This is an optimization exercise on Yosys and OpenROAD, whose aim is small area and a short achievable clock period, not a production implementation.
Where RTL was checked, it was by simulation tests only, not by an equivalence proof against the original.
Power figures rest on the tool's default switching activity, not on a simulated workload.

==> inputs of garnet <==
## dfbridge
module dfbridge (
    input  wire        clk,
    input  wire        rst,           
    input  wire        cmd_valid,
    input  wire [15:0] cmd,
    output wire        cmd_ready,
    output reg         rsp_valid,
    output reg  [15:0] rsp,
    input  wire        evt_valid,
    input  wire [15:0] evt,
    output reg         miso_valid,
    output reg  [7:0]  miso,
    output reg         utx_valid,
    output reg  [7:0]  utx,
    output reg         busy
);
export LEC_CHECK = 0
export ABC_AREA = 1
export CAP_MARGIN = 20
export CORE_MARGIN = 2
export CORE_UTILIZATION = 45
export SLEW_MARGIN = 20
create_clock -name core_clock -period 10.0 [get_ports {clk}]
standard.sh (not shown) runs the stock make flow with config.mk's settings and CLKGATE_MAP_FILE= SYNTH_SCRIPT=/design/flow/synth_recipe.tcl, a recipe that flattens the netlist after the stock synthesis.
==> flow/flow/run.sh <==
#!/bin/bash
set -euo pipefail
bash standard.sh SETUP_SLACK_MARGIN=6.6 \
  "CTS_ARGS=-sink_clustering_enable -repair_clock_nets -sink_clustering_size 24 -sink_clustering_max_diameter 80 -buf_list sky130_fd_sc_hd__clkbuf_16 -dont_use_dummy_load" \
  finish > flow_make.log 2>&1
==> inputs of amber, as changes to garnet <==
--- a/flow/design.v
+++ b/flow/design.v
@@ -15,13 +15,14 @@
     output reg         busy
 );
     reg [7:0] mem0 [0:63];
     reg [7:0] mem1 [0:63];
     reg [6:0] head0, tail0, head1, tail1;     
     reg       wv0, wv1;               
-    reg [7:0] wdat0, wdat1;           
+    reg       byp0, byp1;             
+    reg [7:0] wdat;                   
     reg [7:0] spi_rxd, spi_txd;
     reg       spi_rxavail, spi_txv, spi_reqpend;
     reg       spi_en, spi_rxie;              
     wire      spi_reqie = spi_rxie;
     reg [7:0] uart_rxd, uart_txd;
     reg       uart_rxavail, uart_fe_cur, uart_or_cur, uart_txfull;
@@ -69,26 +70,16 @@
     wire [6:0] count0 = head0 - tail0;
     wire [6:0] count1 = head1 - tail1;
     wire       nz0   = head0 != tail0;
     wire       nz1   = head1 != tail1;
     wire       full0 = head0 == {~tail0[6], tail0[5:0]};
     wire       full1 = head1 == {~tail1[6], tail1[5:0]};
-    wire [63:0] tsel0 = 64'd1 << tail0[5:0];
-    wire [63:0] tsel1 = 64'd1 << tail1[5:0];
-    reg  [7:0]  mrd0, mrd1;
-    integer j;
-    always @(*) begin
-        mrd0 = 8'h00;
-        mrd1 = 8'h00;
-        for (j = 0; j < 64; j = j + 1) begin
-            mrd0 = mrd0 | (mem0[j] & {8{tsel0[j]}});
-            mrd1 = mrd1 | (mem1[j] & {8{tsel1[j]}});
-        end
-    end
-    wire [7:0] rd0   = (wv0 && head0 == tail0_i) ? wdat0 : mrd0;
-    wire [7:0] rd1   = (wv1 && head1 == tail1_i) ? wdat1 : mrd1;
+    wire [7:0] mrd0 = mem0[tail0[5:0]];
+    wire [7:0] mrd1 = mem1[tail1[5:0]];
+    wire [7:0] rd0   = byp0 ? wdat : mrd0;
+    wire [7:0] rd1   = byp1 ? wdat : mrd1;
     wire [3:0] pend = {uart_en & ~uart_txfull, uart_rxavail, spi_reqpend, spi_rxavail};
     wire [3:0] ie   = {uart_txrdy_ie, uart_rxie, spi_reqie, spi_rxie};
     wire [3:0] rdy  = pend & ie;
     reg        irq;                           
     wire [3:0] ivec = {rdy[3] & ~rdy[2] & ~rdy[1] & ~rdy[0],
                        rdy[2] & ~rdy[1] & ~rdy[0],
@@ -149,21 +140,19 @@
     wire do_flow = (host & c_flow) | (tick & tk0);
     wire do_scan = (host & c_scan) | (tick & tk1);
     wire [3:0] run = ({4{irq}} & ivec) |
                      ({4{tick & tkp}} & tk_pv & pollc) |
                      ({4{host & c_poll}} & c_pv & pollc);
     wire push0_req = run[0] | (host & c_push0);
-    wire [7:0] push0_d = run[0] ? spi_rxd : imm;
     wire push0 = push0_req & ~full0;
     wire pop0_isr0 = run[0] & uart_en & ~uart_txfull;
     wire pop0_isr3 = run[3] & nz0;
     wire pop0_host = host & c_pop0 & nz0;
     wire pop0 = pop0_isr0 | pop0_isr3 | pop0_host;
     wire [7:0] pv0 = (run[0] & ~nz0) ? spi_rxd : rd0;
     wire push1_req = (run[2] & ~uart_fe_cur & ~uart_or_cur) | (host & c_push1);
-    wire [7:0] push1_d = run[2] ? uart_rxd : imm;
     wire push1 = push1_req & ~full1;
     wire isr1_load = run[1] & ~spi_txv;
     wire pop1 = (isr1_load | (host & c_pop1)) & nz1;
     wire s_ssend_ok = host & c_ssend & spi_en & ~spi_txv;
     wire s_usend_ok = host & c_usend & uart_en & ~uart_txfull;
     wire       m_spi_en   = spi_en | (host & c_sinit);
@@ -231,46 +220,47 @@
         ({8{c_dpend}} & {ie, pend});
     wire [15:0] r = {{6{~c_legal}}, ~c_legal | notready, ~c_legal | popnone, r_data};
     genvar g;
     generate
         for (g = 0; g < 64; g = g + 1) begin : row
             always @(posedge clk) begin
-                if (wv0 && head0[5:0] == ((g + 1) % 64)) mem0[g] <= wdat0;
-                if (wv1 && head1[5:0] == ((g + 1) % 64)) mem1[g] <= wdat1;
+                if (wv0 && head0[5:0] == ((g + 1) % 64)) mem0[g] <= wdat;
+                if (wv1 && head1[5:0] == ((g + 1) % 64)) mem1[g] <= wdat;
             end
         end
     endgenerate
     always @(posedge clk) begin
-        wdat0 <= push0_d;
-        wdat1 <= push1_d;
+        wdat  <= run[0] ? spi_rxd : run[2] ? uart_rxd : imm;
         rsp   <= r;
         miso  <= m_spi_txv ? m_spi_txd : 8'hFF;
         if (e_xfer) spi_rxd <= evt[7:0];
         spi_txd  <= m_spi_txd;
         if (e_rx) uart_rxd <= evt[7:0];
         uart_txd <= m_uart_txd;
         utx   <= m_uart_txd & {8{e_txd}};   
     end
     integer i;
     always @(posedge clk) begin
         if (rst) begin
-            head0 <= 7'd0; tail0 <= 7'd0; wv0 <= 1'b0;
-            head1 <= 7'd0; tail1 <= 7'd0; wv1 <= 1'b0;
+            head0 <= 7'd0; tail0 <= 7'd0; wv0 <= 1'b0; byp0 <= 1'b0;
+            head1 <= 7'd0; tail1 <= 7'd0; wv1 <= 1'b0; byp1 <= 1'b0;
             spi_rxavail <= 1'b0; spi_txv <= 1'b0; spi_reqpend <= 1'b0;
             spi_en <= 1'b0; spi_rxie <= 1'b0;
             uart_rxavail <= 1'b0; uart_fe_cur <= 1'b0; uart_or_cur <= 1'b0; uart_txfull <= 1'b0;
             uart_en <= 1'b0; uart_rxie <= 1'b0; uart_txrdy_ie <= 1'b0;
             gie <= 1'b0; irq <= 1'b0; ready_r <= 1'b1; busy <= 1'b0; clpc <= 3'd0; flg <= 7'd0;
             for (i = 0; i < 7; i = i + 1) cnt[i] <= 8'd0;
             cinc <= 7'd0;
             rsp_valid <= 1'b0; miso_valid <= 1'b0; utx_valid <= 1'b0;
         end else begin
             wv0 <= push0;
+            byp0 <= push0 & (pop0 ? count0 == 7'd1 : !nz0);
             if (push0) head0 <= head0_i;
             if (pop0)  tail0 <= tail0_i;
             wv1 <= push1;
+            byp1 <= push1 & !nz1;
             if (push1) head1 <= head1_i;
             if (pop1)  tail1 <= tail1_i;
             gie <= n_gie;
             irq <= n_irq;
             ready_r <= ~n_irq;
             if (do_flow) busy <= m_busy;
==> flow/flow/run.sh (replaced) <==
#!/bin/bash
set -euo pipefail
bash standard.sh SETUP_SLACK_MARGIN=6.9 \
  "CTS_ARGS=-sink_clustering_enable -repair_clock_nets -sink_clustering_size 16 -sink_clustering_max_diameter 60 -buf_list sky130_fd_sc_hd__clkbuf_8 -dont_use_dummy_load" \
  finish > flow_make.log 2>&1
==> inputs of ember, as changes to garnet <==
==> flow/flow/run.sh (replaced) <==
#!/bin/bash
set -euo pipefail
bash standard.sh SETUP_SLACK_MARGIN=6.6 \
  "CTS_ARGS=-sink_clustering_enable -repair_clock_nets -sink_clustering_size 16 -sink_clustering_max_diameter 60 -buf_list sky130_fd_sc_hd__clkbuf_8 -dont_use_dummy_load" \
  finish > flow_make.log 2>&1
==> notes <==
Against garnet, the die area of amber is lower by 3.2%. Between amber and garnet, the lower register-to-register slack is in garnet (gap 0.27 ns). Synthesized cell count: ember is higher than amber (3.5%). Synthesized area is the same in garnet and ember. Setup slack: ember is higher than garnet (0.0020 ns). Core utilization: garnet is lower than amber (2.4 points). In sequential power, amber and garnet hardly differ. Sequential share of layout area, highest first: ember, garnet, amber. The lowest total power belongs to ember, the highest to garnet. Critical path depth, highest first: garnet, ember, amber.
==> figures <==
| quantity | ember | amber | garnet |
|---|---|---|---|
| DP Wirelength | 112.9 mm | 126.9 mm | 112.9 mm |
| Non-clock buffer contribution to total cell area | 0.02668 | 0.04190 | 0.02794 |
| Number of buffers created by CTS | 105 | 109 | 66 |
| Overall routed net length | 171.7 mm | 185.3 mm | 171.0 mm |
| M1 GR Usage | 0.4041 | 0.4415 | 0.4038 |
| Status | complete, no violations | complete, no violations | complete, no violations |
| Standard cell core area | 117900 sq um | 114200 sq um | 117900 sq um |
| Met3 wire length | 17.36 mm | 19.51 mm | 17.61 mm |
| Maximum clock frequency | 0.2957 GHz | 0.2995 GHz | 0.2956 GHz |
| Delay of the slowest cell on the worst path | 0.56 ns | 0.37 ns | 0.64 ns |
| Sequential share of the synthesized area | 0.6529 | 0.6721 | 0.6529 |
| Number of combinational gates with multiple inputs | 3273 | 3313 | 3273 |
| Post-Synthesis Net Count | 5309 | 5127 | 5309 |
| Hold Crit Endpoint | clpc[1] | cinc[4] | clpc[1] |
| Leak pwr | 0.02229 uW | 0.02319 uW | 0.02238 uW |
| Hold_sp | clpc[1] | flg[4] | clpc[1] |
| Clock Latency Late Sink | 0.83 ns | 0.84 ns | 0.69 ns |
| Reg2Reg Setup Slack | 6.64 ns | 6.89 ns | 6.62 ns |
| Row count | 126 | 124 | 126 |
| Multiplexer area fraction after synthesis | 0.0003750 | 0.002130 | 0.0003750 |
| Gates resized, CTS repair | 268 | 490 | 173 |
Only the layout flow was run in garnet and ember; the RTL was not checked for function there.

static timing again, ports no longer ideal:
In the flow no input, the clock included, has a driving cell. The finished layouts below were timed again as built, in two steps. Step 1 sets driving cells, clkbuf_16 on the clock port and buf_2 on the other inputs (assumed; they add their load-dependent delay and slew). Step 2 adds t to the input delays and takes it off the output delays; t is the mean of the earliest and latest rising clock arrival at the registers after step 1. Input paths then give back, and output paths get back, about the clock's delay inside the block. Three values: no drivers, after step 1, after step 2; two values: the first two.
run	t, ns	setup slack, ns	worst slew at a driven data input, ns
garnet	0.723	6.617 / 6.543 / 5.962	0.05
amber	0.863	6.661 / 6.592 / 5.903	0.06
ember	0.828	6.619 / 6.591 / 5.815	0.05
After both steps every run listed still meets setup and hold. The setup slack of ember, which loses most, moves by -0.028 ns with the drivers and by -0.804 ns with both steps.
